This design comes from an exercise in tuning for small area, a short achievable clock period and few clock cycles on the open sky130 flow, not from production work. RTL that was checked went through simulation tests only; none was proved equivalent to the original. No functional check of the RTL was part of runs 3 and 6. Power and IR drop assume default switching activity.

--- flow/flow/run.sh ---
#!/bin/bash
# The standard layout (standard.sh, unchanged synthesis), with two
# changes to how it is built: repair_timing aims for 6.5 ns of setup slack
# against the unchanged 10 ns constraint, and the port buffers that
# buffer_ports inserts use the smallest buffer cell. The whole ORFS output
# goes to flow_standard.log; per-step logs stay under orfs/logs/.
set -euo pipefail
bash standard.sh SETUP_SLACK_MARGIN=6.5 "BUFFER_PORTS_ARGS=-buffer_cell sky130_fd_sc_hd__buf_1" finish > flow_standard.log 2>&1
--- flow/standard.sh ---
#!/bin/bash
# synth_recipe.tcl (not shown) runs the flow's synth.tcl, then flattens the netlist and writes it again
# the make line also repeats each setting of config.mk as NAME=value (left out here)
make -C /OpenROAD-flow-scripts/flow DESIGN_CONFIG=/design/flow/config.mk WORK_HOME=/design/flow/orfs CLKGATE_MAP_FILE= SYNTH_SCRIPT=/design/flow/synth_recipe.tcl "${@:-finish}"
--- flow/config.mk ---
export PLATFORM = sky130hd
export DESIGN_NAME = s1desc_unit
export DESIGN_NICKNAME = s1desc_unit
export VERILOG_FILES = /design/flow/design.v
export SDC_FILE = /design/flow/constraint.sdc
export NUM_CORES = 4
export LEC_CHECK = 0
export CAP_MARGIN = 20
export CORE_MARGIN = 2
export CORE_UTILIZATION = 40
export CTS_BUF_LIST = sky130_fd_sc_hd__clkbuf_4 sky130_fd_sc_hd__clkbuf_8
export SLEW_MARGIN = 20
export TNS_END_PERCENT = 5
--- flow/constraint.sdc ---
create_clock -name core_clock -period 10.0 [get_ports {clk}]
set_input_delay 2.0000 -clock core_clock [delete_from_list [all_inputs] [get_ports {clk}]]
set_output_delay 2.0000 -clock core_clock [all_outputs]
set_load 0.01 [all_outputs]
--- flow/design.v ---
module s1desc_unit (
    input  wire        clk,
    input  wire        rst,
    input  wire        cmd_valid,
    output wire        cmd_ready,
    input  wire [7:0]  cmd_op,
    input  wire [63:0] cmd_a,
    input  wire [64:0] cmd_b,
    input  wire [63:0] cmd_c,
    input  wire [64:0] cmd_d,
    input  wire [2:0]  cmd_attrs,
    output wire        rsp_valid,
    output wire [3:0]  rsp_status,
    output wire [63:0] rsp_data,
    output wire        mem_req,
    output wire        mem_we,
    output wire [47:0] mem_addr,
    output wire [63:0] mem_wdata,
    input  wire        mem_gnt,
    input  wire [63:0] mem_rdata
);
    localparam [3:0] ST_OK              = 4'd0;
    localparam [3:0] E_OPERAND          = 4'd1;
    localparam [3:0] E_NOT_INIT         = 4'd2;
    localparam [3:0] E_SIZE_MISMATCH    = 4'd3;
    localparam [3:0] E_PHYS_OOB         = 4'd4;
    localparam [3:0] E_VIRT_OOB         = 4'd5;
    localparam [3:0] E_ALREADY_MAPPED   = 4'd6;
    localparam [3:0] E_INVALID          = 4'd7;
    localparam [3:0] E_ATTR_MEM         = 4'd8;
    localparam [3:0] E_ATTR_AP          = 4'd9;
    localparam [3:0] E_ALREADY_ENABLED  = 4'd10;
    localparam [3:0] E_REFUSED          = 4'd15;
    reg s_ini;       
    reg s_lk;        
    reg s_lkd;       
    reg s_mchk;      
    reg s_mr0;       
    reg s_fin;       
    reg s_mr1;       
    reg s_mw;        
    reg s_mr;        
    reg        rdy_q;
    reg        rv_q;
    reg [3:0]  rs_q;
    reg [47:30] rdh_q;           
    reg [15:0] rdl_q;            
    reg        rd53_q, rd54_q;   
    reg        initialized;
    reg        mmu_m;            
    reg        mreq_q;
    reg        mwe_q;
    reg        l2f_q;            
    reg [13:0] ap_q;             
    reg        wpg_q, wxn_q, wndev_q, wro_q;
    reg        is_pa_q;          
    reg        lk_err_q;         
    reg        rdp_q;            
    reg        vcur_q;           
    reg        vnx_q;            
    reg [6:0]  q_gtab, q_eqab;   
    reg [6:0]  q_gtcd;           
    reg [6:0]  q_eqcd;
    reg [24:0] q_sz;             
    reg        q_al_bad, q_b_over, q_d_over, q_d_pend, q_a_oob;
    assign cmd_ready  = rdy_q;
    assign rsp_valid  = rv_q;
    assign rsp_status = rs_q;
    assign rsp_data   = {9'h0, rd54_q, rd53_q, 5'h0, rdh_q, ap_q, rdl_q};
    assign mem_req   = mreq_q;
    assign mem_we    = mwe_q;
    assign mem_addr  = {27'h0, 1'b1, 2'b00, l2f_q, ap_q, 3'b000};
    assign mem_wdata = {9'h0, wpg_q, wxn_q, 5'h0, 18'h0, rdh_q[43:30],
                        5'h0, wpg_q, wpg_q, wndev_q, wro_q, 2'b00,
                        2'b00, wndev_q, 2'b11};
    wire [7:0]  op    = cmd_op;
    wire        op_hi = |op[7:4];
    wire [15:0] opd;             
    genvar gi;
    generate
        for (gi = 0; gi < 16; gi = gi + 1) begin : g_opd
            assign opd[gi] = !op_hi && (op[3:0] == gi);
        end
    endgenerate
    wire [15:0] opl;
    generate
        for (gi = 0; gi < 16; gi = gi + 1) begin : g_opl
            assign opl[gi] = (op[3:0] == gi);
        end
    endgenerate
    wire a_lo_nz   = |cmd_a[15:0];
    wire a_oob     = |cmd_a[63:30];
    wire is_lkf    = opd[8] | opd[9] | opd[10];
    wire lk_err_op = (opd[8] | opd[10]) & a_lo_nz;
    wire init_go   = opd[6] & !initialized;
    wire busy_op   = opd[7] | is_lkf | init_go;
    function [6:0] dec_attrs;
        input [63:0] d;
        reg [3:0] st;
        reg [2:0] at;
        begin
            st = ST_OK;
            at = 3'b000;
            if (d[4:2] == 3'd0) at[0] = 1'b1;
            else if (d[4:2] != 3'd1) st = E_ATTR_MEM;
            if (d[7:6] == 2'b10) at[1] = 1'b1;
            else if (d[7:6] != 2'b00 && st == ST_OK) st = E_ATTR_AP;
            at[2] = d[53];
            dec_attrs = {st, at};
        end
    endfunction
    wire [6:0] da_a = dec_attrs(cmd_a);
    wire [6:0] da_m = dec_attrs(mem_rdata);
    reg [3:0] st_imm;
    always @(*) begin
        st_imm = ST_OK;
        if (op_hi) st_imm = E_REFUSED;
        if ((opd[0] | opd[1]) & a_lo_nz) st_imm = E_OPERAND;
        if (opd[4]) st_imm = da_a[6:3];
        if (opd[5] & a_oob) st_imm = E_VIRT_OOB;
        if (opd[12] & mmu_m) st_imm = E_ALREADY_ENABLED;
        if (is_lkf) st_imm = lk_err_op ? E_OPERAND : a_oob ? E_VIRT_OOB : ST_OK;
    end
    wire        sel_a47 = !(opl[2] | opl[4] | opl[11] | opl[13]);
    wire [31:0] rd_hi_imm = (cmd_a[47:16] & {32{sel_a47}})
                          | (opl[11] ? 32'h0000_0012 : 32'h0);
    reg [15:0] rd_lo_imm;
    always @(*) begin
        rd_lo_imm = cmd_a[15:0];     
        if (opl[0])
            rd_lo_imm = {5'h0, 1'b1, cmd_attrs[0] ? 2'b10 : 2'b11,
                         cmd_attrs[1] ? 2'b10 : 2'b00, 1'b0,
                         cmd_attrs[0] ? 3'd0 : 3'd1, 2'b11};
        if (opl[1]) rd_lo_imm = 16'h0003;
        if (opl[2]) rd_lo_imm = {15'h0, cmd_a[0]};
        if (opl[3] | opl[11]) rd_lo_imm = 16'h0;
        if (opl[4]) rd_lo_imm = {13'h0, da_a[2:0]};
        if (opl[13]) rd_lo_imm = {15'h0, mmu_m};
        if (opl[7])  rd_lo_imm = {|cmd_b[64:31], cmd_b[30:16]};   
    end
    wire [55:0] pa_ = {8'h0, cmd_a[63:16]};
    wire [55:0] pb_ = {7'h0, cmd_b[64:16]};
    wire [55:0] pc_ = {8'h0, cmd_c[63:16]};
    wire [55:0] pd_ = {7'h0, cmd_d[64:16]};
    function [1:0] cmp8;
        input [7:0] x, y;
        reg gt, lt;
        integer k;
        begin
            gt = 1'b0;
            lt = 1'b0;
            for (k = 7; k >= 0; k = k - 1) begin
                gt = gt | (!lt & x[k] & !y[k]);
                lt = lt | (!gt & !x[k] & y[k]);
            end
            cmp8 = {gt, !gt & !lt};
        end
    endfunction
    reg [6:0] gtab, eqab, gtcd, eqcd;
    integer gk;
    always @(*) begin
        for (gk = 0; gk < 7; gk = gk + 1) begin
            {gtab[gk], eqab[gk]} = cmp8(pa_[gk*8 +: 8], pb_[gk*8 +: 8]);
            {gtcd[gk], eqcd[gk]} = cmp8(pc_[gk*8 +: 8], pd_[gk*8 +: 8]);
        end
    end
    wire [49:0] sa = pa_[49:0], sb = pb_[49:0], sc = pc_[49:0], sd = pd_[49:0];
    wire [49:0] s1 = sb ^ sc ^ ~sa;
    wire [49:0] k1 = {((sb & sc) | (sb & ~sa) | (sc & ~sa)), 1'b0};
    wire [49:0] s2 = s1 ^ k1 ^ ~sd;
    wire [49:0] k2 = {((s1 & k1) | (s1 & ~sd) | (k1 & ~sd)), 1'b0};
    wire [49:0] szt;
    assign szt[0] = !(s2[0] ^ k2[0]);
    assign szt[1] = (s2[1] ^ k2[1]) != (s2[0] | k2[0]);
    assign szt[49:2] = (s2[49:2] ^ k2[49:2]) ^ (s2[48:1] & k2[48:1]);
    wire [24:0] szp;
    genvar si;
    generate
        for (si = 0; si < 25; si = si + 1) begin : g_szp
            assign szp[si] = szt[2*si] & szt[2*si+1];
        end
    endgenerate
    function grp_gt;
        input [6:0] gt, eq;
        integer k;
        begin
            grp_gt = 1'b0;
            for (k = 0; k < 7; k = k + 1)
                grp_gt = gt[k] | (eq[k] & grp_gt);
        end
    endfunction
    wire c_bad1   = q_al_bad | q_b_over | grp_gt(q_gtab, q_eqab);
    wire c_bad2   = q_d_over | grp_gt(q_gtcd, q_eqcd);
    wire c_size   = !(&q_sz);
    wire c_a_eq_b = &q_eqab;
    reg [3:0] chk_st;
    reg       chk_fin;
    always @(*) begin
        chk_fin = 1'b1;
        if (c_bad1 | c_bad2)      chk_st = E_OPERAND;
        else if (!initialized)    chk_st = E_NOT_INIT;
        else if (c_size)          chk_st = E_SIZE_MISMATCH;
        else if (q_d_pend)        chk_st = E_PHYS_OOB;
        else if (c_a_eq_b)        chk_st = ST_OK;
        else if (q_a_oob)         chk_st = E_VIRT_OOB;
        else begin
            chk_st  = ST_OK;
            chk_fin = 1'b0;
        end
    end
    wire [14:0] vp1 = {1'b0, ap_q} + 15'd1;
    wire [14:0] vp2 = {1'b0, ap_q} + 15'd2;
    wire [13:0] apm = ap_q - 14'd1;
    wire        end1 = !rdl_q[15] && (vp1 == rdl_q[14:0]);  
    wire        end2 = !rdl_q[15] && (vp2 == rdl_q[14:0]);  
    wire        wrap1 = vp1[14];                              
    wire rd_bit = mem_rdata[0];
    wire acc = cmd_valid & rdy_q;
    always @(posedge clk) begin
        q_gtab <= gtab;
        q_eqab <= eqab;
        q_gtcd <= gtcd;
        q_eqcd <= eqcd;
        q_sz   <= szp;
        q_al_bad <= a_lo_nz | (|cmd_b[15:0]) | (|cmd_c[15:0]) | (|cmd_d[15:0]);
        q_b_over <= cmd_b[64] & (|cmd_b[63:16]);
        q_d_over <= cmd_d[64] & (|cmd_d[63:16]);
        q_d_pend <= (|cmd_d[64:31]) | (cmd_d[30] & (|cmd_d[29:16]));
        q_a_oob  <= a_oob;
        rdp_q <= mreq_q & !mwe_q & mem_gnt;
        if (s_lkd) begin
            rdh_q <= is_pa_q ? 18'h0 : mem_rdata[47:30];
            ap_q  <= is_pa_q ? 14'h0 : mem_rdata[29:16];
            rd54_q      <= 1'b0;
            rd53_q      <= 1'b0;
        end else begin
            rd54_q      <= opl[0];
            rd53_q      <= opl[0] & cmd_attrs[2];
        end
        if (s_lkd & is_pa_q)
            rdl_q[2:0] <= da_m[2:0];
        if (rdy_q) begin
            rs_q     <= st_imm;
            rdl_q    <= rd_lo_imm;
            is_pa_q  <= opl[10];
            lk_err_q <= lk_err_op | a_oob;
            ap_q     <= rd_hi_imm[13:0];
            l2f_q    <= 1'b0;
            rdh_q    <= {rd_hi_imm[31:28], opl[7] ? cmd_c[29:16] : rd_hi_imm[27:14]};
            vnx_q    <= 1'b0;
            wpg_q    <= 1'b1;
            wxn_q    <= cmd_attrs[2];
            wndev_q  <= !cmd_attrs[0];
            wro_q    <= cmd_attrs[1];
        end
        if (rst) begin
            rdy_q  <= 1'b1;
            rv_q   <= 1'b0;
            mreq_q <= 1'b0;
            mwe_q  <= 1'b0;
            s_ini  <= 1'b0; s_lk  <= 1'b0; s_lkd <= 1'b0;
            s_mchk <= 1'b0; s_mr0 <= 1'b0; s_fin <= 1'b0;
            s_mr1  <= 1'b0; s_mw  <= 1'b0; s_mr  <= 1'b0;
            initialized <= 1'b0;
            mmu_m  <= 1'b0;
        end else begin
            rv_q   <= 1'b0;
            s_mchk <= 1'b0;
            s_lkd  <= 1'b0;
            if (acc) begin
                if (opd[12]) mmu_m <= 1'b1;
                if (opd[6])  initialized <= 1'b1;
                rdy_q  <= !busy_op;
                rv_q   <= !busy_op;
                mreq_q <= opd[7] | is_lkf;
                mwe_q  <= 1'b0;
                s_ini  <= init_go;
                s_lk   <= is_lkf;
                s_mchk <= opd[7];
            end
            if (s_ini) begin
                s_ini   <= 1'b0;
                s_mw    <= 1'b1;
                mreq_q  <= 1'b1;
                mwe_q   <= 1'b1;
                ap_q    <= 14'd0;
                rdl_q   <= 16'd2;
                l2f_q   <= 1'b1;
                rdh_q[43:30] <= 14'h10;
                vnx_q   <= 1'b0;
                wpg_q   <= 1'b0;
                wxn_q   <= 1'b0;
                wndev_q <= 1'b0;
                wro_q   <= 1'b0;
            end
            if (s_lk & mem_gnt) begin
                s_lk   <= 1'b0;
                s_lkd  <= 1'b1;
                mreq_q <= 1'b0;
            end
            if (s_lkd) begin
                rv_q  <= 1'b1;
                rdy_q <= 1'b1;
                if (!lk_err_q) begin
                    if (!rd_bit) rs_q <= E_INVALID;
                    else if (is_pa_q) rs_q <= da_m[6:3];
                    else rs_q <= ST_OK;
                end
            end
            if (s_mchk) begin
                rs_q <= chk_st;
                if (mem_gnt) begin
                    if (chk_fin) begin
                        mreq_q <= 1'b0;
                        rv_q   <= 1'b1;
                        rdy_q  <= 1'b1;
                    end else begin
                        s_mr1 <= 1'b1;
                    end
                    ap_q <= vp1[13:0];
                end else begin
                    s_mr0 <= 1'b1;
                    s_fin <= chk_fin;
                end
            end
            if (s_mr0 & mem_gnt) begin
                s_mr0 <= 1'b0;
                if (s_fin) begin
                    mreq_q <= 1'b0;
                    rv_q   <= 1'b1;
                    rdy_q  <= 1'b1;
                end else begin
                    s_mr1 <= 1'b1;
                end
                ap_q <= vp1[13:0];
            end
            if (s_mr1) begin
                if (rdp_q) vcur_q <= rd_bit;
                if (mem_gnt) begin
                    s_mr1 <= 1'b0;
                    if (rdp_q ? rd_bit : vcur_q) begin
                        mreq_q <= 1'b0;
                        rv_q   <= 1'b1;
                        rdy_q  <= 1'b1;
                        rs_q   <= E_ALREADY_MAPPED;
                    end else begin
                        s_mw  <= 1'b1;
                        mwe_q <= 1'b1;
                    end
                    ap_q <= apm;
                end
            end
            if (s_mr & mem_gnt) begin
                s_mr <= 1'b0;
                if (vcur_q) begin
                    mreq_q <= 1'b0;
                    rv_q   <= 1'b1;
                    rdy_q  <= 1'b1;
                    rs_q   <= E_ALREADY_MAPPED;
                end else begin
                    s_mw  <= 1'b1;
                    mwe_q <= 1'b1;
                end
                ap_q <= apm;
            end
            if (s_mw) begin
                if (rdp_q) vnx_q <= rd_bit;
                if (mem_gnt) begin
                    rdh_q[43:30] <= rdh_q[43:30] + 14'd1;
                    vcur_q <= rdp_q ? rd_bit : vnx_q;
                    if (end1 | wrap1) begin
                        s_mw   <= 1'b0;
                        mreq_q <= 1'b0;
                        mwe_q  <= 1'b0;
                        rv_q   <= 1'b1;
                        rdy_q  <= 1'b1;
                        rs_q   <= end1 ? ST_OK : E_VIRT_OOB;
                    end else if (end2) begin
                        if (rdp_q ? rd_bit : vnx_q) begin
                            s_mw   <= 1'b0;
                            mreq_q <= 1'b0;
                            mwe_q  <= 1'b0;
                            rv_q   <= 1'b1;
                            rdy_q  <= 1'b1;
                            rs_q   <= E_ALREADY_MAPPED;
                        end
                        ap_q <= vp1[13:0];
                    end else begin
                        s_mw  <= 1'b0;
                        s_mr  <= 1'b1;
                        mwe_q <= 1'b0;
                        ap_q  <= vp2[13:0];
                    end
                end
            end
        end
    end
endmodule
==> flow_metrics.py, run 1 <==
metrics = {
    "die": {
        "die_area_um2": 38600,
        "core_um2": 36500,
        "start_util_pct": 40.6,
        "dieWidth_um": 196,
        "rows": 70,
        "io_pins": 521,
        "die_h_um": 196,
    },
    "place": {
        "gp_congestion": 0.937,
        "place_area_um2": 16100,
        "hpwl_mm": 47.5,
        "portBuffers": 405,
    },
    "grt": {
        "grt_pass1_wl_mm": 84.2,
        "antenna_found_initial": 2,
        "grt_max_degree": 64,
        "track_usage_pct": 28.8,
        "grt_pass1_vias": 14300,
        "overflow": 0,
    },
    "yosys": {
        "ys_dominant_reg_cell": "dfxtp_1",
        "ys_seq_area_share_pct": 18.7,
        "synthArstFlopShare_pct": 0,
        "avgSynthCellArea_um2": 7.98,
        "ys_types": 85,
        "ys_ff_latch": 134,
        "synth-edff-count": 8,
        "yosysWarnings": 1,
        "synth_area_um2": 14800,
        "syn_inst": 1855,
    },
    "drt": {
        "drt-total-wl_mm": 57.3,
        "vias": 14800,
        "drcViolationCount": 0,
        "ant_nets": 0,
        "drt_iter0_drc": 1262,
        "vias_per_cell": 5.52,
        "avgRoutedWirePerCell_um": 21.3,
        "drtPass1Iterations": 5,
    },
    "sta": {
        "drv_slew": 0,
        "timing.hold.ws_ps": 465,
        "worst_pin_slew_ps": 1170,
        "fin_worst_skew_ps": 22.0,
        "finalSetupViolations": 0,
        "tns_ps": 0,
        "hold_viol": 0,
        "finalCritPeriodShare_pct": 36.5,
        "min_period_ps": 3650,
        "slew_headroom_pct": 21.3,
        "rsz0062_at_grt": "yes",
        "fmax_mhz": 274,
    },
    "cells_and_area": {
        "fin_nets": 2695,
        "layout_commonest_cell": "buf_1",
        "register_area_um2": 2770,
        "n_fill_cell": 3771,
        "final_cell_mix": "buf_1 (391), inv_1 (262), nor2_1 (151), dfxtp_1 (118), fa_1 (96)",
        "final_area_um2": 17000,
        "syn_to_final_growth_pct": 14.5,
        "drive_gt1_share_pct": 6.35,
        "multi_input_area_um2": 10400,
    },
    "power_and_ir_drop": {
        "clockPowerShare_pct": 20.6,
        "p_leak_nw": 6.94,
        "vdd_drop_max_uv": 70.6,
        "p_int_mw": 1.22,
        "combinationalPowerShare_pct": 45.0,
        "p_per_area_nw_per_um2": 122,
        "p_sw_uw": 852,
        "p_seq_share_pct": 34.4,
        "swShare_pct": 41.2,
    },
    "setup_path": {
        "cp_top_family": "adder cells",
        "endpoint_kind": "flop",
        "path_class": "in -> reg",
        "crit_fanout": 4,
        "crit_path_start_kind": "input port",
        "cp_common_cell": "fa_1",
        "cp_num_buf_inv": 2,
        "crit_required_ps": 10340,
        "slowest_stage": "fa_1",
        "crit_path_cell_trace": "buf_1 -> fa_1 -> fa_1 -> inv_1 -> ha_1 -> xnor2_1 -> nor2_1",
        "cp_slowest_stage_delay_ps": 540,
        "arrival_ps": 3990,
    },
    "worst_hold_path": {
        "hold_path_class": "reg -> reg",
    },
    "clock_network": {
        "clk_pin_slew_ps": 80,
        "cts.sinks": 134,
        "cts_tree": "done",
        "insertion_delay_ps": 460,
        "cts_inserted_buffers": 17,
        "clk_path_buf_depth": 2,
        "htree_levels": 4,
        "root_buffer": "clkbuf_8",
    },
    "job": {
        "drv_cap": 0,
    },
    "outcome": {
        "outcome": "complete, no violations",
    },
}
cell type report:
type                    instances  area share, %
diodes                          2         0.0295
multi-input cells            1351           61.5
repair buffers                440           10.8
clock inverters                13          0.642
well taps                     468           3.45
inverters                     263           5.82
flip-flops and latches        134           16.4
clock buffers                  18           1.42
cell families (layout without fill, tap and decap cells):
logic type,count (synthesis),count (layout),synth area share [%]
AOI/OAI and AO/OA,402,402,18.7
xor gates and xnor gates,138,138,8.16
other,2,92,0.0507
adders and majority gates,189,189,20.2
muxes,17,17,1.15
and+or+nand+nor,513,515,17.9
DFF,134,134,18.7
buffers and inverters,460,734,15.2
final timing paths:
check / from / slack [ps] / depth (start not counted) / to
worst max-delay path: cmd_a[18] / 6350 / 7 / q_sz[1]
worst min register to register: l2f_q / 470 / 2 / l2f_q
worst max register to register: ap_q[3] / 6550 / 9 / ap_q[0]
worst min-delay path: l2f_q / 470 / 2 / l2f_q
registers in the layout, indices dropped and copies added (netlist names), 4 cells and up, named ones only:
name    cells
rdl_q      16
q_sz       25
q_gtab      6
rdh_q      18
q_eqcd      6
q_gtcd      6
ap_q       14
rs_q        4
q_eqab      7
metal layers:
metal	up-vias	track usage, %	share of wire, %
met1	7184	35.3	40
met2	600	51.2	50
met5	-	0	0.028
li1	6966	-	-
met4	2	9.43	3.2
met3	90	4.84	7.0
worst register-to-register path: cells and delay by family (launching register included):
| kind | cells | cell delay (ps) |
|---|---|---|
| AO/OA/AOI/OAI | 1 | 230 |
| AND/OR/NAND/NOR | 6 | 1810 |
| flip-flops | 1 | 590 |
| buffers and inverters | 2 | 580 |
stage by stage:
| step | util, % | power, mW | std cells | setup WS, ps |
|---|---|---|---|---|
| floorplan | - | 1.36 | 1943 | 6400 |
| global route | 46.4 | 2.22 | 2687 | 6350 |
| CTS | 45.8 | 2.06 | 2675 | 6340 |
| detailed placement | 44.2 | 1.62 | 2634 | 5240 |
| finish | 46.4 | 2.07 | 2689 | 6350 |
| global placement | 44.2 | 1.61 | 2634 | 5320 |
power by group through the flow:
stage | logic, mW | clock network (mW) | registers (mW)
after floorplan | 0.673 | 0 | 0.692
after global placement | 0.889 | 0 | 0.721
after detailed placement | 0.902 | 0 | 0.723
after CTS | 0.920 | 0.436 | 0.708
after global routing | 1.04 | 0.455 | 0.721
final | 0.930 | 0.427 | 0.712
synth_stat cells (11+ instances only):
| cell | count | area, um2 |
|---|---|---|
| or3_1 | 14 | 87.6 |
| o32ai_1 | 12 | 105 |
| nor3_1 | 36 | 180 |
| buf_4 | 130 | 976 |
| nand3_1 | 39 | 195 |
| a22o_1 | 12 | 105 |
| fa_1 | 96 | 1920 |
| xnor2_1 | 83 | 727 |
| o21ai_0 | 97 | 485 |
| dfxtp_1 | 126 | 2520 |
| and3_1 | 13 | 81.3 |
| a221oi_1 | 44 | 385 |
| and2_1 | 13 | 81.3 |
| inv_1 | 263 | 987 |
| a222oi_1 | 13 | 130 |
| nand2b_1 | 15 | 93.8 |
| maj3_1 | 38 | 380 |
| nand4_1 | 30 | 188 |
| a22oi_1 | 19 | 143 |
| a21oi_1 | 73 | 365 |
| nor4_1 | 52 | 325 |
| nor2_1 | 156 | 586 |
| a211oi_1 | 13 | 97.6 |
| ha_1 | 55 | 688 |
| xor2_1 | 55 | 482 |
| a21o_1 | 11 | 82.6 |
| a31oi_1 | 11 | 68.8 |
| mux2i_1 | 17 | 170 |
| clkbuf_1 | 42 | 158 |
| nor2b_1 | 15 | 93.8 |
| nand2_1 | 86 | 323 |
| o221ai_1 | 14 | 123 |
| buf_2 | 13 | 65.1 |
repair_timing:
| action | in CTS | in global routing |
|---|---|---|
| pin swaps | 8 | 12 |
| hold buffers | 0 | 0 |
| setup buffers | 8 | 10 |
| gates cloned | 2 | 2 |
| resized for setup | 41 | 39 |
| setup endpoints to repair | 70 | 68 |
Testbench counts, summed over its fixed seeds: cycles 27,274.
==> inputs of run 2 (changes only) <==
--- a/flow/config.mk
+++ b/flow/config.mk
@@ -11,3 +11,2 @@
 export CTS_BUF_LIST = sky130_fd_sc_hd__clkbuf_4 sky130_fd_sc_hd__clkbuf_8
 export SLEW_MARGIN = 20
-export TNS_END_PERCENT = 5
==> run 2 against run 1 <==
Effect of this change:
- design area is 2.2% higher
- utilization is 1.0 points higher
- synthesized area stayed put
- clock skew is 2.5 ps higher
- highest routed layer unchanged
- first-iteration DRC count is 4.8% lower
- largest power group unchanged
==> flow_metrics.py, run 2 <==
metrics = {
    "die": {
        "die_area_um2": 38600,
        "dieWidth_um": 196,
        "rows": 70,
        "die_h_um": 196,
        "core_um2": 36500,
        "io_pins": 521,
        "start_util_pct": 40.6,
    },
    "worst_hold_path": {
        "hp-start": "l2f_q",
        "whs_path_depth": 2,
        "hold_path_class": "reg -> reg",
        "hold_end": "l2f_q",
    },
    "clock_network": {
        "htree_levels": 4,
        "cts_inserted_buffers": 17,
        "cts_tree": "done",
        "insertion_delay_ps": 490,
        "cts.sinks": 134,
        "clk_pin_slew_ps": 90,
        "clk_path_buf_depth": 2,
        "root_buffer": "clkbuf_8",
    },
    "drt": {
        "drtPass1Iterations": 9,
        "vias_per_cell": 5.52,
        "vias": 14900,
        "drt_iter0_drc": 1201,
        "ant_nets": 0,
        "drcViolationCount": 0,
        "avgRoutedWirePerCell_um": 21.2,
        "drt-total-wl_mm": 57.5,
    },
    "yosys": {
        "post-synth-top-area-fraction_pct": 17.0,
        "synth_compound_area_share_pct": 18.7,
        "ys_seq_area_share_pct": 18.7,
        "ys_dominant_reg_cell": "dfxtp_1",
        "yosysTopAreaCell": "dfxtp_1",
        "synthSimpleGateAreaFrac_pct": 17.9,
        "synth-edff-count": 8,
        "syn_inst": 1855,
        "synth_commonest_cells": "inv_1 (263), nor2_1 (156), buf_4 (130)",
        "ys_types": 85,
        "synth-xor-area-share_pct": 8.16,
        "synth_adder_area_share_pct": 20.2,
        "synth_mux_area_share_pct": 1.15,
        "synthArstFlopShare_pct": 0,
        "yosysWarnings": 1,
        "avgSynthCellArea_um2": 7.98,
        "netlist_top_cells_area": "dfxtp_1 (17%), fa_1 (13%), inv_1 (6.7%), buf_4 (6.6%), xnor2_1 (4.9%)",
        "synth_top_family_by_area": "adder cells",
        "ys_ff_latch": 134,
        "yosysMostFrequentCell": "inv_1",
        "synth_area_um2": 14800,
    },
    "sta": {
        "slew_headroom_pct": 22.2,
        "fmax_mhz": 285,
        "worst_pin_slew_ps": 1160,
        "hold_viol": 0,
        "drv_slew": 0,
        "min_period_ps": 3510,
        "rsz0062_at_grt": "yes",
        "tns_ps": 0,
        "fin_worst_skew_ps": 24.4,
        "finalSetupViolations": 0,
        "finalCritPeriodShare_pct": 35.1,
        "timing.hold.ws_ps": 459,
        "layout_setup_ws_ps": 6490,
    },
    "setup_path": {
        "rr_startpoint": "ap_q[1]",
        "r2r-end": "ap_q[7]",
        "cp_slowest_stage_delay_ps": 280,
        "path_class": "in -> reg",
        "cp-startpoint": "cmd_op[1]",
        "rr_worst_depth": 12,
        "cp_common_cell": "buf_12",
        "slowest_stage": "o31a_1",
        "arrival_ps": 3890,
        "crit_fanout": 6,
        "crit_path_cell_trace": "buf_12 -> buf_12 -> xnor2_4 -> nor3_4 -> nor2_4 -> buf_6 -> a222oi_1 -> buf_4 -> o221ai_2 -> o21ai_1 -> nor2_1 -> o31a_1",
        "endpoint_kind": "flop",
        "crit_path_start_kind": "input port",
        "crit_required_ps": 10380,
        "cp_num_buf_inv": 4,
        "cp_top_family": "compound AO/OA/AOI/OAI gates",
        "ff2ff_setup_slack_ps": 6610,
    },
    "grt": {
        "grt_pass1_vias": 14300,
        "grt_max_degree": 62,
        "antenna_found_initial": 3,
        "grt_pass1_wl_mm": 83.9,
        "track_usage_pct": 28.7,
        "overflow": 0,
    },
    "power_and_ir_drop": {
        "vdd_drop_max_uv": 59.8,
        "p_per_area_nw_per_um2": 122,
        "p_leak_nw": 7.24,
        "p_int_mw": 1.22,
        "p_sw_uw": 895,
        "clockPowerShare_pct": 21.5,
        "combinationalPowerShare_pct": 44.7,
        "swShare_pct": 42.4,
        "p_seq_share_pct": 33.9,
    },
    "place": {
        "place_area_um2": 16200,
        "gp_congestion": 0.970,
        "dp_slack_ps": 5420,
        "portBuffers": 405,
        "dp.cells": 2635,
        "hpwl_mm": 47.5,
    },
    "cells_and_area": {
        "fin_nets": 2713,
        "fin_cells": 2706,
        "n_fill_cell": 3790,
        "final_cell_mix": "buf_1 (340), inv_1 (260), nor2_1 (152), dfxtp_1 (116), fa_1 (96)",
        "layout_commonest_cell": "buf_1",
        "syn_to_final_growth_pct": 17.0,
        "largestRegisters": "q_sz x25, rdh_q x18, rdl_q x16",
        "drive_gt1_share_pct": 10.0,
        "largest_reg_flops": 25,
        "diodes": 0,
        "largest-register": "q_sz",
        "final_area_um2": 17300,
    },
    "outcome": {
        "outcome": "complete, no violations",
    },
    "job": {
        "drv_cap": 0,
    },
}
==> run 2: worst register-to-register path, cell delays in order (launching register included) <==
cell,delay (ps)
dfxtp_2,520
inv_1,130
ha_1,370
xor2_1,180
nor4b_1,410
o2111ai_1,220
or2_2,350
nor4_4,200
buf_4,220
buf_4,140
mux2i_1,230
xor2_1,170
o221ai_1,130
==> run 2: timing repair <==
| action | 4_1_cts | 5_1_grt |
|---|---|---|
| gates resized for setup | 66 | 90 |
| hold buffers | 0 | 0 |
| setup endpoints to repair | 65 | 52 |
| gates cloned | 0 | 5 |
| buffers inserted | 11 | 23 |
| pin swaps | 11 | 31 |
==> run 2: area by class of cell <==
class | instances | area [um2] | share of cell area [%]
Clock inverter | 15 | 138 | 0.794
Sequential cell | 134 | 2780 | 16.0
Tap cell | 468 | 586 | 3.38
Clock buffer | 17 | 234 | 1.35
Inverter | 263 | 987 | 5.70
Timing Repair Buffer | 459 | 2120 | 12.3
Multi-Input combinational cell | 1350 | 10500 | 60.5
==> run 2: power groups by stage <==
stage,logic (mW),clock network [mW],registers [mW]
2_1_floorplan,0.676,0,0.692
3_3_place_gp,0.889,0,0.723
3_5_place_dp,0.901,0,0.725
4_1_cts,0.922,0.458,0.711
5_1_grt,1.05,0.481,0.723
6_report,0.943,0.453,0.715
==> run 2: through the flow <==
stage	utilization, %	power (mW)
after detailed placement	44.3	1.63
final	47.4	2.11
after CTS	46.2	2.09
after floorplan	-	1.37
after global routing	47.4	2.26
after global placement	44.3	1.61
==> run 2: worst max path at each step <==
stage | endpoint | slack (ps) | depth (start not counted)
2_1_floorplan | q_sz[23] | 6400 | 7
3_5_place_dp | ap_q[12] | 5420 | 10
4_1_cts | ap_q[11] | 6460 | 11
3_3_place_gp | ap_q[0] | 5460 | 6
6_report | ap_q[11] | 6490 | 12
5_1_grt | ap_q[11] | 6390 | 12
==> run 2: metal layers <==
| metal | wire, um | GRT usage [%] | vias up |
|---|---|---|---|
| li1 | - | - | 6998 |
| met1 | 22900 | 35.6 | 7188 |
| met2 | 28400 | 50.8 | 651 |
| met3 | 4150 | 4.88 | 97 |
| met4 | 2000 | 8.98 | 6 |
| met5 | 34 | 0 | - |
==> run 2: kinds of logic after synthesis <==
logic type | count (synthesis)
AND/OR/NAND/NOR | 513
other | 2
multiplexers | 17
flip-flops | 134
AO/OA/AOI/OAI | 402
XOR/XNOR | 138
adder cells (fa/ha/maj) | 189
buffers and inverters | 460
==> inputs of run 3 (changes only) <==
--- a/flow/design.v
+++ b/flow/design.v
@@ -53,4 +53,5 @@
     reg        l2f_q;            
     reg [13:0] ap_q;             
+    reg [29:16] rdm_q;           
     reg        wpg_q, wxn_q, wndev_q, wro_q;
     reg        is_pa_q;          
@@ -67,5 +68,5 @@
     assign rsp_valid  = rv_q;
     assign rsp_status = rs_q;
-    assign rsp_data   = {9'h0, rd54_q, rd53_q, 5'h0, rdh_q, ap_q, rdl_q};
+    assign rsp_data   = {9'h0, rd54_q, rd53_q, 5'h0, rdh_q, rdm_q, rdl_q};
     assign mem_req   = mreq_q;
     assign mem_we    = mwe_q;
@@ -112,14 +113,15 @@
     wire [6:0] da_a = dec_attrs(cmd_a);
     wire [6:0] da_m = dec_attrs(mem_rdata);
-    reg [3:0] st_imm;
+    reg [3:0] st_lo;
     always @(*) begin
-        st_imm = ST_OK;
-        if (op_hi) st_imm = E_REFUSED;
-        if ((opd[0] | opd[1]) & a_lo_nz) st_imm = E_OPERAND;
-        if (opd[4]) st_imm = da_a[6:3];
-        if (opd[5] & a_oob) st_imm = E_VIRT_OOB;
-        if (opd[12] & mmu_m) st_imm = E_ALREADY_ENABLED;
-        if (is_lkf) st_imm = lk_err_op ? E_OPERAND : a_oob ? E_VIRT_OOB : ST_OK;
+        st_lo = ST_OK;
+        if ((opl[0] | opl[1]) & a_lo_nz) st_lo = E_OPERAND;
+        if (opl[4]) st_lo = da_a[6:3];
+        if (opl[5] & a_oob) st_lo = E_VIRT_OOB;
+        if (opl[12] & mmu_m) st_lo = E_ALREADY_ENABLED;
+        if (opl[8] | opl[9] | opl[10])
+            st_lo = ((opl[8] | opl[10]) & a_lo_nz) ? E_OPERAND : a_oob ? E_VIRT_OOB : ST_OK;
     end
+    wire [3:0] st_imm = op_hi ? E_REFUSED : st_lo;
     wire        sel_a47 = !(opl[2] | opl[4] | opl[11] | opl[13]);
     wire [31:0] rd_hi_imm = (cmd_a[47:16] & {32{sel_a47}})
@@ -231,8 +233,9 @@
         if (s_lkd) begin
             rdh_q <= is_pa_q ? 18'h0 : mem_rdata[47:30];
-            ap_q  <= is_pa_q ? 14'h0 : mem_rdata[29:16];
+            rdm_q <= is_pa_q ? 14'h0 : mem_rdata[29:16];
             rd54_q      <= 1'b0;
             rd53_q      <= 1'b0;
         end else begin
+            rdm_q       <= rd_hi_imm[13:0];
             rd54_q      <= opl[0];
             rd53_q      <= opl[0] & cmd_attrs[2];
@@ -245,5 +248,5 @@
             is_pa_q  <= opl[10];
             lk_err_q <= lk_err_op | a_oob;
-            ap_q     <= rd_hi_imm[13:0];
+            ap_q     <= cmd_a[29:16];
             l2f_q    <= 1'b0;
             rdh_q    <= {rd_hi_imm[31:28], opl[7] ? cmd_c[29:16] : rd_hi_imm[27:14]};
==> run 3 against run 2 <==
Effect of this change:
- hold slack lost 1.7 ps
- non-clock buffer count shrank 28
- clock power grew 21%
- largest cell class unchanged
- highest routed layer unchanged
==> flow_metrics.py, run 3 <==
metrics = {
    "yosys": {
        "ys_seq_area_share_pct": 20.1,
        "synth_area_um2": 15200,
        "post-synth-top-area-fraction_pct": 18.5,
        "ys_dominant_reg_cell": "dfxtp_1",
        "synth_commonest_cells": "inv_1 (255), nor2_1 (159), dfxtp_1 (140)",
        "synth-xor-area-share_pct": 8.26,
        "synth_adder_area_share_pct": 20.1,
        "syn_inst": 1903,
        "synth_compound_area_share_pct": 17.5,
        "synth_top_family_by_area": "adder cells",
        "synthArstFlopShare_pct": 0,
        "yosysTopAreaCell": "dfxtp_1",
        "synth_mux_area_share_pct": 2.06,
        "synthSimpleGateAreaFrac_pct": 17.7,
        "ys_ff_latch": 148,
        "avgSynthCellArea_um2": 7.96,
        "yosysMostFrequentCell": "inv_1",
        "synth-edff-count": 8,
        "yosysWarnings": 1,
        "netlist_top_cells_area": "dfxtp_1 (18%), fa_1 (13%), inv_1 (6.3%), buf_4 (5.7%), ha_1 (4.5%)",
        "ys_types": 87,
    },
    "sta": {
        "slew_headroom_pct": 33.2,
        "fmax_mhz": 286,
        "fin_worst_skew_ps": 14.6,
        "rsz0062_at_grt": "yes",
        "finalSetupViolations": 0,
        "finalCritPeriodShare_pct": 35.0,
        "min_period_ps": 3500,
        "worst_pin_slew_ps": 997,
        "layout_setup_ws_ps": 6500,
        "drv_slew": 0,
        "tns_ps": 0,
        "hold_viol": 0,
    },
    "worst_hold_path": {
        "hp-start": "l2f_q",
        "hold_end": "l2f_q",
        "whs_path_depth": 2,
        "hold_path_class": "reg -> reg",
    },
    "die": {
        "rows": 71,
        "die_area_um2": 39500,
        "die_h_um": 199,
        "io_pins": 521,
        "core_um2": 37500,
        "dieWidth_um": 199,
        "start_util_pct": 40.4,
    },
    "clock_network": {
        "root_buffer": "clkbuf_8",
        "insertion_delay_ps": 490,
        "clk_path_buf_depth": 2,
        "cts.sinks": 148,
        "cts_inserted_buffers": 17,
        "cts_tree": "done",
        "cts_hold_buf": 0,
        "clk_pin_slew_ps": 90,
        "htree_levels": 4,
    },
    "cells_and_area": {
        "syn_to_final_growth_pct": 15.7,
        "postLayoutCoreUtil_pct": 46.8,
        "n_fill_cell": 3839,
        "drive_gt1_share_pct": 9.76,
        "largestRegisters": "q_sz x25, rdh_q x18, rdl_q x16",
        "layout_commonest_cell": "buf_1",
        "fin_nets": 2740,
        "final_cell_mix": "buf_1 (345), inv_1 (250), nor2_1 (154), dfxtp_1 (129), nand2_1 (118)",
        "final_area_um2": 17500,
        "largest-register": "q_sz",
        "largest_reg_flops": 25,
        "fin_cells": 2780,
    },
    "place": {
        "place_area_um2": 16600,
        "gp_congestion": 0.948,
        "dp.cells": 2731,
        "dp_slack_ps": 5100,
        "portBuffers": 405,
        "hpwl_mm": 49.0,
    },
    "setup_path": {
        "endpoint_kind": "flop",
        "crit_fanout": 5,
        "cp_num_buf_inv": 1,
        "ff2ff_setup_slack_ps": 6560,
        "rr_worst_depth": 11,
        "crit_path_start_kind": "input port",
        "cp_slowest_stage_delay_ps": 350,
        "cp_common_cell": "a21oi_1",
        "crit_path_cell_trace": "buf_1 -> nor3_2 -> nand4_1 -> nor4_4 -> a21oi_1 -> o211ai_1 -> o21ai_1 -> mux2i_1 -> a21oi_1 -> a21oi_1",
        "crit_required_ps": 10430,
        "path_class": "in -> reg",
        "r2r-end": "ap_q[0]",
        "slowest_stage": "nor4_4",
        "rr_startpoint": "ap_q[0]",
        "arrival_ps": 3930,
        "cp_top_family": "simple AND/OR/NAND/NOR gates",
    },
    "grt": {
        "grt_max_degree": 61,
        "antenna_found_initial": 11,
        "grt_pass1_vias": 14800,
        "track_usage_pct": 30.0,
        "grt_pass1_wl_mm": 88.4,
        "overflow": 0,
    },
    "power_and_ir_drop": {
        "combinationalPowerShare_pct": 39.3,
        "p_int_mw": 1.32,
        "p_per_area_nw_per_um2": 122,
        "p_leak_nw": 7.35,
        "clockPowerShare_pct": 25.8,
        "p_sw_uw": 814,
        "p_seq_share_pct": 34.9,
        "vdd_drop_max_uv": 77.9,
        "swShare_pct": 38.2,
    },
    "drt": {
        "drt-total-wl_mm": 60.0,
        "drcViolationCount": 0,
        "vias_per_cell": 5.49,
        "drt_iter0_drc": 1250,
        "avgRoutedWirePerCell_um": 21.6,
        "drtPass1Iterations": 6,
        "vias": 15300,
        "ant_nets": 0,
    },
    "job": {
        "drv_cap": 0,
    },
    "outcome": {
        "outcome": "complete, no violations",
    },
}
-- run 3: layer usage --
metal	track usage (%)	wire, um	vias to the layer above
li1	-	-	7022
met1	39.8	25500	7359
met2	49.0	27300	761
met3	5.29	5070	115
met4	10.8	2100	10
met5	0	61	-
-- run 3: logic make-up after synthesis --
group	count (synthesis)
AND/OR/NAND/NOR	541
buffers and inverters	446
AO/OA/AOI/OAI	400
adder cells (fa/ha/maj)	194
flip-flops	148
XOR/XNOR	142
multiplexers	30
other	2
-- run 3: area by class of cell --
cell class              instances  area [um2]  area share, %
multi-input cells            1397       10600           60.4
flip-flops and latches        148        3060           17.5
repair buffers                431        1820           10.4
inverters                     257         972           5.54
well taps                     511         639           3.65
clock buffers                  18         248           1.41
clock inverters                14         201           1.15
diodes                          4        10.0         0.0571
-- run 3: worst max path at each step --
stage                          from       end  slack, ps  cells after the start
after global placement      mem_gnt  ap_q[11]       5260                      8
after detailed placement    mem_gnt  ap_q[11]       5100                      8
final                      cmd_a[3]   rs_q[2]       6500                     10
after global routing        mem_gnt   ap_q[0]       6420                      8
after CTS                   ap_q[0]   ap_q[0]       6380                     11
after floorplan           cmd_b[55]  q_sz[19]       6400                      7
-- run 3: tightest hold or removal path, cell delays in order (launching register included) --
cell,delay [ps]
dfxtp_1,320
inv_1,40
o21ai_0,60
-- run 3: what timing repair did --
item | in CTS | in global routing
endpoints found under the hold margin | 0 | 0
buffers inserted | 5 | 8
resized for setup | 64 | 75
pin swaps | 9 | 17
endpoints found under the setup margin | 72 | 41
-- run 3: power by group through the flow --
stage	registers [mW]	clock network, mW	logic (mW)
global route	0.752	0.580	0.942
floorplan	0.729	0	0.585
finish	0.745	0.550	0.838
CTS	0.743	0.557	0.819
global placement	0.756	0	0.790
detailed placement	0.756	0	0.803
-- run 3: per-stage QoR --
| stage | total power [mW] | hold slack [ps] |
|---|---|---|
| detailed placement | 1.56 | 447 |
| global route | 2.27 | 475 |
| global placement | 1.55 | 443 |
| CTS | 2.12 | 464 |
| finish | 2.13 | 457 |
| floorplan | 1.31 | 431 |
==> inputs of run 4 (changes only) <==
--- a/flow/design.v
+++ b/flow/design.v
@@ -53,5 +53,4 @@
     reg        l2f_q;            
     reg [13:0] ap_q;             
-    reg [29:16] rdm_q;           
     reg        wpg_q, wxn_q, wndev_q, wro_q;
     reg        is_pa_q;          
@@ -68,5 +67,5 @@
     assign rsp_valid  = rv_q;
     assign rsp_status = rs_q;
-    assign rsp_data   = {9'h0, rd54_q, rd53_q, 5'h0, rdh_q, rdm_q, rdl_q};
+    assign rsp_data   = {9'h0, rd54_q, rd53_q, 5'h0, rdh_q, ap_q, rdl_q};
     assign mem_req   = mreq_q;
     assign mem_we    = mwe_q;
@@ -233,9 +232,8 @@
         if (s_lkd) begin
             rdh_q <= is_pa_q ? 18'h0 : mem_rdata[47:30];
-            rdm_q <= is_pa_q ? 14'h0 : mem_rdata[29:16];
+            ap_q  <= is_pa_q ? 14'h0 : mem_rdata[29:16];
             rd54_q      <= 1'b0;
             rd53_q      <= 1'b0;
         end else begin
-            rdm_q       <= rd_hi_imm[13:0];
             rd54_q      <= opl[0];
             rd53_q      <= opl[0] & cmd_attrs[2];
@@ -248,5 +246,5 @@
             is_pa_q  <= opl[10];
             lk_err_q <= lk_err_op | a_oob;
-            ap_q     <= cmd_a[29:16];
+            ap_q     <= rd_hi_imm[13:0];
             l2f_q    <= 1'b0;
             rdh_q    <= {rd_hi_imm[31:28], opl[7] ? cmd_c[29:16] : rd_hi_imm[27:14]};
==> run 4 against run 3 <==
Effect of this change:
- design area shrank 1.6%
- clock skew increased by 7.0 ps
- critical path type unchanged
- still clean on timing, DRC and antenna
- die area down 2.6%
- utilization is 0.58 points higher
- largest cell class unchanged
- routed wire length shrank 2.8%
- critical endpoint is now ap_q[12]
- synthesized area is 2.7% lower
==> flow_metrics.py, run 4 <==
metrics = {
    "sta": {
        "hold_viol": 0,
        "tns_ps": 0,
        "fmax_mhz": 287,
        "fin_worst_skew_ps": 21.6,
        "worst_pin_slew_ps": 1010,
        "finalSetupViolations": 0,
        "min_period_ps": 3480,
        "finalCritPeriodShare_pct": 34.8,
        "drv_slew": 0,
        "slew_headroom_pct": 32.3,
        "layout_setup_ws_ps": 6520,
        "rsz0062_at_grt": "yes",
    },
    "cells_and_area": {
        "register_area_um2": 2780,
        "fin_nets": 2712,
        "postLayoutCoreUtil_pct": 47.4,
        "syn_to_final_growth_pct": 17.0,
        "drive_gt1_share_pct": 9.07,
        "n_fill_cell": 3797,
        "final_cell_mix": "buf_1 (351), inv_1 (254), nor2_1 (154), dfxtp_1 (115)",
        "largestRegisters": "q_sz x25, rdh_q x18, rdl_q x16",
        "multi_input_area_um2": 10400,
        "largest-register": "q_sz",
        "layout_commonest_cell": "buf_1",
        "largest_reg_flops": 25,
    },
    "yosys": {
        "synthArstFlopShare_pct": 0,
        "synth_top_family_by_area": "adder cells",
        "yosysMostFrequentCell": "inv_1",
        "post-synth-top-area-fraction_pct": 17.1,
        "synth_compound_area_share_pct": 18.6,
        "synth_commonest_cells": "inv_1 (259), nor2_1 (159), buf_4 (130)",
        "synth-xor-area-share_pct": 7.90,
        "synth_area_um2": 14800,
        "avgSynthCellArea_um2": 7.91,
        "synthSimpleGateAreaFrac_pct": 18.2,
        "ys_ff_latch": 134,
        "synth-edff-count": 8,
        "yosysTopAreaCell": "dfxtp_1",
        "yosysWarnings": 1,
        "ys_types": 80,
        "ys_seq_area_share_pct": 18.7,
        "synth_mux_area_share_pct": 1.23,
        "netlist_top_cells_area": "dfxtp_1 (17%), fa_1 (13%), buf_4 (6.6%), inv_1 (6.6%), ha_1 (4.7%)",
        "ys_dominant_reg_cell": "dfxtp_1",
        "syn_inst": 1864,
        "synth_adder_area_share_pct": 20.3,
    },
    "setup_path": {
        "rr_worst_depth": 10,
        "critical_path_cell_count": 9,
        "ff2ff_setup_slack_ps": 6580,
        "cp_num_buf_inv": 3,
        "crit_fanout": 13,
        "crit_path_start_kind": "input port",
        "cp_slowest_stage_delay_ps": 430,
        "rr_startpoint": "ap_q[0]",
        "crit_path_cell_trace": "clkbuf_4 -> buf_12 -> xor2_4 -> a31oi_4 -> buf_4 -> a222oi_1 -> o221ai_1 -> o311ai_0 -> o221ai_1",
        "path_class": "in -> reg",
        "arrival_ps": 3800,
        "slowest_stage": "a222oi_1",
        "endpoint_kind": "flop",
        "cp_top_family": "compound AO/OA/AOI/OAI gates",
        "crit_required_ps": 10330,
        "r2r-end": "ap_q[8]",
        "cp_common_cell": "o221ai_1",
    },
    "clock_network": {
        "clk_path_buf_depth": 2,
        "cts_hold_buf": 0,
        "root_buffer": "clkbuf_8",
        "cts.sinks": 134,
        "clk_pin_slew_ps": 80,
        "htree_levels": 4,
        "cts_tree": "done",
        "insertion_delay_ps": 480,
        "cts_inserted_buffers": 17,
    },
    "drt": {
        "drtPass1Iterations": 6,
        "highest_layer": "met5",
        "drt-total-wl_mm": 58.3,
        "wl_met3_mm": 4.83,
        "ant_nets": 0,
        "met2WireLength_mm": 27.6,
        "vias_per_cell": 5.55,
        "avgRoutedWirePerCell_um": 21.5,
        "drt_iter0_drc": 1314,
        "drcViolationCount": 0,
        "vias": 15000,
        "wl_met1_mm": 23.2,
    },
    "job": {
        "drv_cap": 0,
    },
    "grt": {
        "antenna_found_initial": 14,
        "grt_pass1_wl_mm": 85.8,
        "track_usage_pct": 29.6,
        "overflow": 0,
        "grt_max_degree": 52,
        "grt_pass1_vias": 14300,
    },
    "die": {
        "rows": 70,
        "core_um2": 36400,
        "start_util_pct": 40.5,
        "die_h_um": 196,
        "dieWidth_um": 196,
        "io_pins": 521,
        "die_area_um2": 38400,
    },
    "worst_hold_path": {
        "hp-start": "l2f_q",
        "whs_path_depth": 1,
        "hold_end": "l2f_q",
        "hold_path_class": "reg -> reg",
    },
    "power_and_ir_drop": {
        "finalPower_mw": 2.15,
        "p_leak_nw": 7.24,
        "vdd_drop_max_uv": 78.7,
        "p_per_area_nw_per_um2": 125,
    },
    "place": {
        "hpwl_mm": 48.0,
        "gp_congestion": 0.950,
        "dp_slack_ps": 5060,
        "portBuffers": 405,
    },
    "outcome": {
        "outcome": "complete, no violations",
    },
}
-- run 4: kinds of logic (layout without fill, tap and decap cells) --
logic type                 after synthesis  after routing
and+or+nand+nor                        527            527
buffers and inverters                  459            743
AOI/OAI and AO/OA                      402            403
adders and majority gates              189            189
DFF                                    134            134
xor gates and xnor gates               133            133
muxes                                   18             18
other                                    2             93
-- run 4: final cells by class --
type | count | area share [%]
inverter | 261 | 5.68
clock buffer | 18 | 1.40
sequential | 134 | 16.1
tap | 468 | 3.39
multi-input combinational | 1360 | 60.4
timing repair buffer | 450 | 11.6
clock inverter | 14 | 1.44
antenna | 3 | 0.0435
-- run 4: per-stage QoR --
| step | hold slack (ps) | instances | cell area (um2) |
|---|---|---|---|
| 6_report | 471 | 2708 | 17300 |
| 5_1_grt | 501 | 2706 | 17300 |
| 3_3_place_gp | 453 | 2645 | 16200 |
| 4_1_cts | 477 | 2693 | 17000 |
| 3_5_place_dp | 457 | 2645 | 16200 |
| 2_1_floorplan | 432 | 1952 | 15200 |
-- run 4: what timing repair did --
item,in CTS,in global routing
pin swaps,16,23
gates resized for setup,68,62
setup buffers,16,10
endpoints found under the setup margin,38,47
gates cloned,0,2
-- run 4: worst max path at each step --
stage / start / to
6_report: cmd_op[1] / ap_q[12]
5_1_grt: cmd_op[2] / ap_q[13]
4_1_cts: cmd_a[48] / q_sz[16]
3_5_place_dp: cmd_a[48] / rs_q[0]
3_3_place_gp: cmd_a[48] / rs_q[0]
2_1_floorplan: cmd_b[63] / q_sz[23]
-- run 4: routing by layer --
metal	vias to the layer above	global-route usage, %
li1	6998	-
met1	7149	37.5
met2	737	49.2
met3	135	5.83
met4	22	12.7
met5	-	0
-- run 4: where the power goes --
part / switching (mW) / leakage (nW) / internal (mW) / total [mW]
Clock: 0.251 / 0.244 / 0.329 / 0.580
Combinational: 0.494 / 5.86 / 0.383 / 0.877
Sequential: 0.0760 / 1.13 / 0.616 / 0.692
Testbench counts of run 4, summed over its fixed seeds: cycles 27,274.
==> inputs of run 5 (changes only) <==
==> flow/flow/run.sh (replaced) <==
#!/bin/bash
# The standard layout (standard.sh, unchanged synthesis), with two
# changes to how it is built: repair_timing aims for 6.6 ns of setup slack
# against the unchanged 10 ns constraint, and the port buffers that
# buffer_ports inserts use the smallest buffer cell. The whole ORFS output
# goes to flow_standard.log; per-step logs stay under orfs/logs/.
set -euo pipefail
bash standard.sh SETUP_SLACK_MARGIN=6.6 "BUFFER_PORTS_ARGS=-buffer_cell sky130_fd_sc_hd__buf_1" finish > flow_standard.log 2>&1
==> run 5 against run 4 <==
Effect of this change:
- largest cell class unchanged
- still clean
- largest power group unchanged
- highest routed layer unchanged
- sequential share of layout area shrank 0.74 points
- cell count is 1.6% higher
- clock skew decreased by 5.6 ps
- register-to-register slack worse by 40 ps
- die area did not move
- global-route usage is 0.098 points higher
- critical path type unchanged
- clock power shrank 13%
- sequential cell count is the same
==> flow_metrics.py, run 5 <==
metrics = {
    "yosys": {
        "synthSimpleGateAreaFrac_pct": 18.2,
        "yosysMostFrequentCell": "inv_1",
        "yosysWarnings": 1,
        "netlist_top_cells_area": "dfxtp_1 (17%), fa_1 (13%), buf_4 (6.6%), inv_1 (6.6%), ha_1 (4.7%)",
        "synth_commonest_cells": "inv_1 (259), nor2_1 (159), buf_4 (130)",
        "avgSynthCellArea_um2": 7.91,
        "yosysTopAreaCell": "dfxtp_1",
        "ys_seq_area_share_pct": 18.7,
        "synth-edff-count": 8,
        "synth-xor-area-share_pct": 7.90,
        "synth_area_um2": 14800,
        "synth_compound_area_share_pct": 18.6,
        "synth_adder_area_share_pct": 20.3,
        "synthArstFlopShare_pct": 0,
        "ys_types": 80,
        "synth_top_family_by_area": "adder cells",
        "synth_mux_area_share_pct": 1.23,
        "post-synth-top-area-fraction_pct": 17.1,
        "syn_inst": 1864,
        "ys_dominant_reg_cell": "dfxtp_1",
        "ys_ff_latch": 134,
    },
    "setup_path": {
        "path_class": "in -> reg",
        "crit_fanout": 6,
        "crit_required_ps": 10360,
        "crit_path_start_kind": "input port",
        "endpoint_kind": "flop",
        "arrival_ps": 3890,
    },
    "sta": {
        "fmax_mhz": 283,
        "worst_pin_slew_ps": 953,
        "fin_worst_skew_ps": 16.1,
        "layout_setup_ws_ps": 6470,
        "hold_viol": 0,
        "finalCritPeriodShare_pct": 35.3,
        "tns_ps": 0,
        "slew_headroom_pct": 35.9,
        "rsz0062_at_grt": "yes",
        "min_period_ps": 3530,
        "drv_slew": 0,
        "finalSetupViolations": 0,
        "timing.hold.ws_ps": 471,
    },
    "grt": {
        "antenna_found_initial": 10,
        "track_usage_pct": 29.7,
        "grt_pass1_wl_mm": 85.7,
        "grt_max_degree": 36,
        "grt_pass1_vias": 14300,
        "overflow": 0,
    },
    "drt": {
        "avgRoutedWirePerCell_um": 21.7,
        "drt-total-wl_mm": 59.6,
        "vias": 15400,
        "vias_per_cell": 5.60,
        "ant_nets": 0,
        "drcViolationCount": 0,
        "drt_iter0_drc": 1495,
        "drtPass1Iterations": 5,
    },
    "power_and_ir_drop": {
        "p_per_area_nw_per_um2": 119,
        "p_seq_share_pct": 32.1,
        "p_sw_uw": 836,
        "p_int_mw": 1.31,
        "combinationalPowerShare_pct": 44.4,
        "finalPower_mw": 2.15,
        "swShare_pct": 38.9,
        "p_leak_nw": 7.70,
        "vdd_drop_max_uv": 72.5,
        "clockPowerShare_pct": 23.5,
    },
    "cells_and_area": {
        "postLayoutCoreUtil_pct": 49.7,
        "n_fill_cell": 3711,
        "fin_cells": 2750,
        "syn_to_final_growth_pct": 22.7,
        "final_area_um2": 18100,
        "largest_reg_flops": 25,
        "layout_commonest_cell": "buf_1",
        "largestRegisters": "q_sz x25, rdh_q x18, rdl_q x16",
        "largest-register": "q_sz",
        "drive_gt1_share_pct": 15.8,
        "register_area_um2": 2780,
        "multi_input_area_um2": 10700,
        "fin_nets": 2754,
        "final_cell_mix": "buf_1 (293), inv_1 (237), nor2_1 (156), dfxtp_1 (115), nand2_1 (93)",
    },
    "die": {
        "rows": 70,
        "dieWidth_um": 196,
        "io_pins": 521,
        "die_area_um2": 38400,
        "start_util_pct": 40.5,
        "die_h_um": 196,
        "core_um2": 36400,
    },
    "place": {
        "portBuffers": 405,
        "place_area_um2": 16200,
        "gp_congestion": 0.964,
        "hpwl_mm": 47.7,
        "dp.cells": 2644,
        "dp_slack_ps": 5270,
    },
    "clock_network": {
        "cts_tree": "done",
        "clk_pin_slew_ps": 90,
        "cts_inserted_buffers": 17,
        "htree_levels": 4,
        "cts.sinks": 134,
        "insertion_delay_ps": 480,
        "clk_path_buf_depth": 2,
        "cts_hold_buf": 0,
        "root_buffer": "clkbuf_8",
    },
    "worst_hold_path": {
        "hold_path_class": "reg -> reg",
    },
    "job": {
        "drv_cap": 0,
    },
    "outcome": {
        "outcome": "complete, no violations",
    },
}
-- run 5: metal layers --
layer  vias up  GRT usage [%]  routed length (um)
met5         -              0                  75
met2       797           51.5               29100
met4        12           9.48                2040
li1       7094              -                   -
met3       128           6.05                5320
met1      7360           36.9               23100
-- run 5: critical path: stages --
cell and delay (ps):
clkbuf_2 130, buf_6 160, nand2b_4 180, a31oi_4 160, a222oi_1 280, buf_4 190, o22ai_2 70, a21oi_1 160
nor3_1 60, or4_1 510
-- run 5: path summary, 6_finish.rpt --
check / from / to / slack, ps / cells after the start
max reg2reg: ap_q[1] / ap_q[8] / 6540 / 10
min reg2reg: l2f_q / l2f_q / 470 / 1
min: l2f_q / l2f_q / 470 / 1
max: cmd_op[3] / ap_q[8] / 6470 / 10
-- run 5: repair_timing --
item	4_1_cts	5_1_grt
resized for setup	121	198
hold endpoints to repair	0	0
pin swaps	19	65
setup endpoints to repair	89	57
gates cloned	3	4
buffers inserted	28	36
-- run 5: cell families after synthesis --
family	count (synthesis)
muxes	18
buffers and inverters	459
adders and majority gates	189
other	2
DFF	134
AOI/OAI and AO/OA	402
xor gates and xnor gates	133
and+or+nand+nor	527
-- run 5: power by group through the flow --
stage	Sequential [mW]	Combinational, mW	Clock, mW
after global placement	0.699	0.821	0
after floorplan	0.672	0.627	0
after global routing	0.697	1.05	0.536
after detailed placement	0.701	0.835	0
after CTS	0.687	0.879	0.517
final	0.690	0.954	0.504
-- run 5: area by class of cell --
class                   instances  area share (%)
diodes                          3          0.0415
repair buffers                491            14.5
multi-input cells            1361            59.1
well taps                     468            3.23
clock inverters                11           0.829
clock buffers                  21            1.49
flip-flops and latches        134            15.4
inverters                     261            5.43
==> inputs of run 6 (changes only) <==
--- a/flow/design.v
+++ b/flow/design.v
@@ -62,5 +62,5 @@
     reg [6:0]  q_gtcd;           
     reg [6:0]  q_eqcd;
-    reg [24:0] q_sz;             
+    reg [12:0] q_sz;             
     reg        q_al_bad, q_b_over, q_d_over, q_d_pend, q_a_oob;
     assign cmd_ready  = rdy_q;
@@ -175,9 +175,10 @@
     assign szt[1] = (s2[1] ^ k2[1]) != (s2[0] | k2[0]);
     assign szt[49:2] = (s2[49:2] ^ k2[49:2]) ^ (s2[48:1] & k2[48:1]);
-    wire [24:0] szp;
+    wire [51:0] szt4 = {2'b11, szt};
+    wire [12:0] szp;
     genvar si;
     generate
-        for (si = 0; si < 25; si = si + 1) begin : g_szp
-            assign szp[si] = szt[2*si] & szt[2*si+1];
+        for (si = 0; si < 13; si = si + 1) begin : g_szp
+            assign szp[si] = &szt4[4*si +: 4];
         end
     endgenerate
==> flow/flow/run.sh (replaced) <==
#!/bin/bash
# The standard layout (standard.sh, unchanged synthesis), with two
# changes to how it is built: repair_timing aims for 6.5 ns of setup slack
# against the unchanged 10 ns constraint, and the port buffers that
# buffer_ports inserts use the smallest buffer cell. The whole ORFS output
# goes to flow_standard.log; per-step logs stay under orfs/logs/.
set -euo pipefail
bash standard.sh SETUP_SLACK_MARGIN=6.5 "BUFFER_PORTS_ARGS=-buffer_cell sky130_fd_sc_hd__buf_1" finish > flow_standard.log 2>&1
==> run 6 against run 5 <==
Effect of this change:
- still clean
- clock power is 6.9% lower
- global-route usage down 0.61 points
- routed wire length is 4.0% lower
- synthesized area fell by 1.3%
- non-clock buffer count fell by 42
- first-iteration DRC count shrank 34%
- clock skew is 11 ps higher
- sequential share of layout area down 1.2 points
- hold slack improved by 0.84 ps
- synthesized cell count up 0.21%
- critical path type unchanged
==> flow_metrics.py, run 6 <==
metrics = {
    "sta": {
        "finalCritPeriodShare_pct": 36.2,
        "rsz0062_at_grt": "yes",
        "slew_headroom_pct": 31.7,
        "finalSetupViolations": 0,
        "tns_ps": 0,
        "hold_viol": 0,
        "drv_slew": 0,
        "fin_worst_skew_ps": 27.4,
        "fmax_mhz": 276,
        "min_period_ps": 3620,
        "worst_pin_slew_ps": 1020,
    },
    "yosys": {
        "yosysTopAreaCell": "dfxtp_1",
        "ys_seq_area_share_pct": 17.3,
        "synth_commonest_cells": "inv_1 (271), nor2_1 (150), buf_4 (132)",
        "yosysWarnings": 1,
        "synth-edff-count": 8,
        "synthArstFlopShare_pct": 0,
        "ys_types": 84,
        "ys_ff_latch": 122,
        "ys_dominant_reg_cell": "dfxtp_1",
        "synth_area_um2": 14600,
        "netlist_top_cells_area": "dfxtp_1 (16%), fa_1 (13%), inv_1 (7.0%), buf_4 (6.8%), xnor2_1 (5.5%)",
        "syn_inst": 1868,
        "yosysMostFrequentCell": "inv_1",
        "avgSynthCellArea_um2": 7.80,
        "post-synth-top-area-fraction_pct": 15.7,
    },
    "grt": {
        "antenna_found_initial": 10,
        "overflow": 0,
        "track_usage_pct": 29.1,
        "grt_pass1_wl_mm": 83.8,
        "grt_pass1_vias": 14500,
        "grt_max_degree": 78,
    },
    "clock_network": {
        "cts_tree": "done",
        "clk_pin_slew_ps": 80,
        "cts_inserted_buffers": 17,
        "insertion_delay_ps": 470,
        "root_buffer": "clkbuf_8",
        "htree_levels": 4,
        "clk_path_buf_depth": 2,
        "cts.sinks": 122,
    },
    "setup_path": {
        "ff2ff_setup_slack_ps": 6610,
        "cp_top_family": "adder cells",
        "crit_path_cell_trace": "buf_12 -> inv_2 -> fa_1 -> inv_2 -> fa_1 -> ha_4 -> xnor2_2 -> nor4_2",
        "r2r-end": "ap_q[0]",
        "rr_worst_depth": 10,
        "crit_path_start_kind": "input port",
        "crit_fanout": 4,
        "endpoint_kind": "flop",
        "cp_num_buf_inv": 3,
        "rr_startpoint": "ap_q[2]",
        "cp_slowest_stage_delay_ps": 520,
        "crit_required_ps": 10330,
        "slowest_stage": "fa_1",
        "path_class": "in -> reg",
        "arrival_ps": 3950,
    },
    "power_and_ir_drop": {
        "vdd_drop_max_uv": 78.0,
        "p_per_area_nw_per_um2": 117,
        "p_leak_nw": 7.51,
        "finalPower_mw": 2.08,
    },
    "job": {
        "drv_cap": 0,
    },
    "cells_and_area": {
        "final_cell_mix": "buf_1 (271), inv_1 (210), nor2_1 (145), a21oi_1 (108), dfxtp_1 (104)",
        "fin_nets": 2717,
        "largest_reg_flops": 18,
        "syn_to_final_growth_pct": 22.6,
        "layout_commonest_cell": "buf_1",
        "largestRegisters": "rdh_q x18, rdl_q x16, ap_q x14",
        "n_fill_cell": 3648,
        "largest-register": "rdh_q",
        "drive_gt1_share_pct": 17.0,
    },
    "worst_hold_path": {
        "hp-start": "vnx_q",
        "hold_end": "vnx_q",
        "hold_path_class": "reg -> reg",
        "whs_path_depth": 2,
    },
    "outcome": {
        "outcome": "complete, no violations",
    },
    "drt": {
        "ant_nets": 0,
        "drt-total-wl_mm": 57.2,
        "drtPass1Iterations": 12,
        "avgRoutedWirePerCell_um": 21.2,
        "drt_iter0_drc": 981,
        "vias": 15000,
        "drcViolationCount": 0,
        "vias_per_cell": 5.54,
    },
    "die": {
        "die_area_um2": 38000,
        "io_pins": 521,
        "start_util_pct": 40.8,
        "die_h_um": 195,
        "dieWidth_um": 195,
        "rows": 69,
        "core_um2": 35700,
    },
    "place": {
        "hpwl_mm": 46.8,
        "gp_congestion": 0.940,
        "portBuffers": 405,
    },
}
run 6: power breakdown:
group | leakage [nW] | internal [mW] | switching, mW
clock network | 0.195 | 0.239 | 0.230
registers | 1.03 | 0.542 | 0.0670
logic | 6.29 | 0.468 | 0.536
run 6: worst max path at each step:
stage,startpoint,to,slack [ps],cells past startpoint
after floorplan,cmd_b[37],q_sz[5],6260,7
after global placement,cmd_op[3],ap_q[13],5290,9
after detailed placement,cmd_op[3],ap_q[13],5230,9
after CTS,cmd_a[18],q_sz[0],6400,7
after global routing,cmd_b[25],q_sz[2],6370,8
final,cmd_b[25],q_sz[2],6380,8
run 6: cell type report:
cell class	count	area [um2]	share of cell area, %
repair buffers	449	2510	14.1
flip-flops and latches	122	2530	14.2
diodes	2	5.00	0.0280
clock inverters	12	139	0.778
clock buffers	20	269	1.51
inverters	272	1050	5.89
multi-input cells	1366	10800	60.3
well taps	461	577	3.23
repair inverters	1	5.00	0.0280
run 6: logic make-up (layout without fill, tap and decap cells):
kind of cell | count (synthesis) | after routing | share of synthesized area [%]
flops | 122 | 122 | 17.3
xor+xnor | 146 | 146 | 8.78
compound gates | 421 | 421 | 18.9
mux | 16 | 16 | 1.13
buf+inv | 468 | 754 | 15.6
simple gates | 505 | 505 | 17.7
other cells | 2 | 92 | 0.0516
fa+ha+maj | 188 | 188 | 20.5
run 6: worst register-to-register path, delay by kind of cell, from the launching register on:
kind / cells / cell delay [ps]
AND/OR/NAND/NOR: 5 / 1430
buffers and inverters: 1 / 190
adder cells (fa/ha/maj): 1 / 390
AO/OA/AOI/OAI: 3 / 620
flip-flops: 1 / 500
run 6: timing repair:
action | CTS | global route
hold buffers | 0 | 0
resized for setup | 309 | 171
gates cloned | 1 | 1
setup endpoints to repair | 74 | 39
buffers inserted | 18 | 13
pin swaps | 72 | 67
run 6: metal layers:
metal | vias up | routed length (um) | global-route usage [%]
met5 | - | 96 | 0
met4 | 16 | 2180 | 12.9
met3 | 132 | 4860 | 6.63
met2 | 697 | 27800 | 49.1
met1 | 7196 | 22300 | 35.4
li1 | 6956 | - | -
run 6: stage by stage:
stage                     util, %  std cells  setup slack [ps]  area [um2]  hold slack [ps]
after floorplan                 -       1956              6260       14900              431
after global placement       44.3       2638              5290       15800              446
after detailed placement     44.3       2638              5230       15800              458
after CTS                    48.1       2689              6400       17200              472
after global routing         49.9       2703              6370       17800              499
final                        49.9       2705              6380       17900              472

==> afterwards: timing with drivers on the ports <==
How much do the figures lean on ideal ports? The routed layouts below were timed once more, with nothing changed but the port constraints.
Step 1: set_driving_cell puts a clkbuf_16 on clk and a buf_2 on each other input, an assumption about the parent block.
Step 2 also shifts input and output timing later by t, the mid clock arrival at the registers, as if the neighbouring blocks saw the same clock.
Slacks: no drivers / after step 1 / after step 2; pairs: no drivers / after step 1.
run | t, ns | setup WS [ns]
run 1 | 0.499 | 6.354 / 6.376 / 5.877
run 2 | 0.526 | 6.488 / 6.482 / 5.956
run 3 | 0.536 | 6.501 / 6.517 / 5.980
run 4 | 0.518 | 6.521 / 6.504 / 5.986
run 5 | 0.526 | 6.466 / 6.479 / 5.954
run 6 | 0.515 | 6.380 / 6.351 / 5.836
After both steps every run listed still meets setup and hold.
